Background: an optimization exercise with open tools, aiming at small area. Do not read the settings as production practice. Function was checked by simulation only, so behaviour that the tests miss may differ from the original. No activity file was given, so power comes from the tool's default toggle rates.

Setup of run a:
## tap_core
module tap_core (
    input  wire         clk,
    input  wire         rst,
    input  wire         frame,
    input  wire         c,
    input  wire         t,
    input  wire         h,
    output wire         ev_valid,
    output wire         ev_kind,
    output wire [127:0] ev_to_target,
    output wire [127:0] ev_to_host,
    output wire [3:0]   ev_instr,
    output wire [1:0]   fault
);
For scale: ~270 flip-flops, ~270 I/O pins, roughly 0.0099 mm2 of cells after synthesis.
==> module predec2, before the edit <==
module predec2 (
    input  wire [1:0] x,
    output wire [3:0] y
);
    assign y = 4'd1 << x;
endmodule
==> module split2, before the edit <==
module split2 (
    input  wire       en,
    input  wire       x,
    output wire [1:0] y
);
    assign y = {en & x, en & !x};
endmodule
export LEC_CHECK = 0
export CAP_MARGIN = 20
export CORE_MARGIN = 2
export CORE_UTILIZATION = 40
export SLEW_MARGIN = 20
export SYNTH_HIERARCHICAL = 1
export SYNTH_MINIMUM_KEEP_SIZE = 0
create_clock -name core_clock -period 10.0 [get_ports {clk}]
standard.sh (not shown) runs the stock make flow with config.mk's settings and CLKGATE_MAP_FILE= SYNTH_SCRIPT=/design/flow/synth_recipe.tcl, a recipe that flattens the netlist after the stock synthesis.
==> flow/flow/run.sh <==
#!/bin/bash
# The standard layout (the standard.sh, standard synthesis included),
# with two changes to how it is built:
#  - the port buffers are the smallest buffer cell, not the one buffer_ports
#    picks by default;
#  - the clock tree uses small leaf buffers (clkbuf_4) in clusters of at most
#    10 flip-flops, clkbuf_8 above them, and no dummy loads.
# All of make's output goes to standard_make.log; ORFS keeps each step's own
# log under orfs/logs/.
set -uo pipefail
bash standard.sh \
  "BUFFER_PORTS_ARGS=-buffer_cell sky130_fd_sc_hd__buf_1" \
  "CTS_ARGS=-sink_clustering_enable -repair_clock_nets -dont_use_dummy_load -root_buf sky130_fd_sc_hd__clkbuf_8 -buf_list sky130_fd_sc_hd__clkbuf_4 -sink_clustering_size 10 -sink_clustering_max_diameter 50" \
  finish > standard_make.log 2>&1
rc=$?
tail -n 40 standard_make.log
exit $rc
The following lists how run b was set up differently from run a:
-- flow/design.v --
<<< run a, line 104
    output wire [3:0] y
);
    assign y = 4'd1 << x;
endmodule
module split2 (
>>> run b, line 104
    output wire [3:0] y
);
    wire x0_n, x1_n;
    g_inv  u_i0 (.a(x[0]), .y(x0_n));
    g_inv  u_i1 (.a(x[1]), .y(x1_n));
    g_nor2 u_y0 (.a(x[0]), .b(x[1]), .y(y[0]));
    g_nor2 u_y1 (.a(x0_n), .b(x[1]), .y(y[1]));
    g_nor2 u_y2 (.a(x[0]), .b(x1_n), .y(y[2]));
    g_and2 u_y3 (.a(x[0]), .b(x[1]), .y(y[3]));
endmodule
module split2 (
<<< run a, line 111
    output wire [1:0] y
);
    assign y = {en & x, en & !x};
endmodule
module nand_4x4 (
>>> run b, line 117
    output wire [1:0] y
);
    wire en_n;
    g_inv  u_i  (.a(en), .y(en_n));
    g_and2 u_y1 (.a(en), .b(x), .y(y[1]));
    g_nor2 u_y0 (.a(en_n), .b(x), .y(y[0]));
endmodule
module nand_4x4 (
Findings:
Compared with run a, run b shows a higher instance count of the mapped netlist.
Measured against each other, run a and run b differ in global-route wire length before repair, the higher figure coming from run a.
Compared with run a, in run b worst setup margin went up, signed area change from the synthesized netlist to the final layout did not really move, detailed placement HPWL went down, clock-pin slew of the registers on the worst-case setup and hold paths went up.

--- another note on this design; it stands on its own ---

## tap_core
module tap_core (
    input  wire         clk,
    input  wire         rst,
    input  wire         frame,
    input  wire         c,
    input  wire         t,
    input  wire         h,
    output wire         ev_valid,
    output wire         ev_kind,
    output wire [127:0] ev_to_target,
    output wire [127:0] ev_to_host,
    output wire [3:0]   ev_instr,
    output wire [1:0]   fault
);
Settings: LEC_CHECK=0, CAP_MARGIN=20, CORE_MARGIN=2, CORE_UTILIZATION=60, SLEW_MARGIN=20, SYNTH_HIERARCHICAL=1, SYNTH_MINIMUM_KEEP_SIZE=0; clock period 10.0 ns.
standard.sh (not shown) runs the stock make flow with config.mk's settings and CLKGATE_MAP_FILE= SYNTH_SCRIPT=/design/flow/synth_recipe.tcl, a recipe that flattens the netlist after the stock synthesis.
==> flow/flow/run.sh <==
#!/bin/bash
# The standard layout (the standard.sh, standard synthesis included),
# with two changes to how it is built:
#  - the port buffers are the smallest buffer cell, not the one buffer_ports
#    picks by default;
#  - the clock tree uses small leaf buffers (clkbuf_4) in clusters of at most
#    10 flip-flops, clkbuf_8 above them, and no dummy loads.
# All of make's output goes to standard_make.log; ORFS keeps each step's own
# log under orfs/logs/.
set -uo pipefail
bash standard.sh \
  "BUFFER_PORTS_ARGS=-buffer_cell sky130_fd_sc_hd__buf_1" \
  "CTS_ARGS=-sink_clustering_enable -repair_clock_nets -dont_use_dummy_load -root_buf sky130_fd_sc_hd__clkbuf_8 -buf_list sky130_fd_sc_hd__clkbuf_4 -sink_clustering_size 10 -sink_clustering_max_diameter 50" \
  finish > standard_make.log 2>&1
rc=$?
tail -n 40 standard_make.log
exit $rc
Next try:
CORE_UTILIZATION = 50   (was 60)
=>
- clock skew rose by 0.015 ns
- design area rose by 0.85%
- area after synthesis is unchanged
- routed wire length rose by 3.5%
- register-to-register slack gains 0.05 ns
- via count fell by 1.6%
- core utilization fell by 12 points
- total power rose by 2.5%
- sequential share of layout area fell by 0.40 points

separate check: timing with driven ports:
Ports are ideal in the flow. The routed layouts listed here were re-timed in OpenROAD.
Step 1, drivers: a clkbuf_16 drives clk and a buf_2 each remaining input, both assumed.
Step 2 adds t to the input delays and takes it off the output delays; t is the mean of the earliest and latest rising clock arrival at the registers after step 1. Input paths then give back, and output paths get back, about the clock's delay inside the block.
a / b / c = ideal / step 1 / step 2; a / b = the first two.
run	t (ns)	slack for setup (ns)	worst setup path after step 2	worst slew at a driven data input, ns
run a	0.545	4.923 / 4.880 / 5.341	input to register	0.04
run b	0.547	5.027 / 4.983 / 5.243	input to register	0.05
the first run of note 2	0.573	4.943 / 4.901 / 4.909	input to register	0.03
the second run of note 2	0.560	4.994 / 4.952 / 4.960	input to register	0.05
After both steps setup and hold are still met in every run listed.
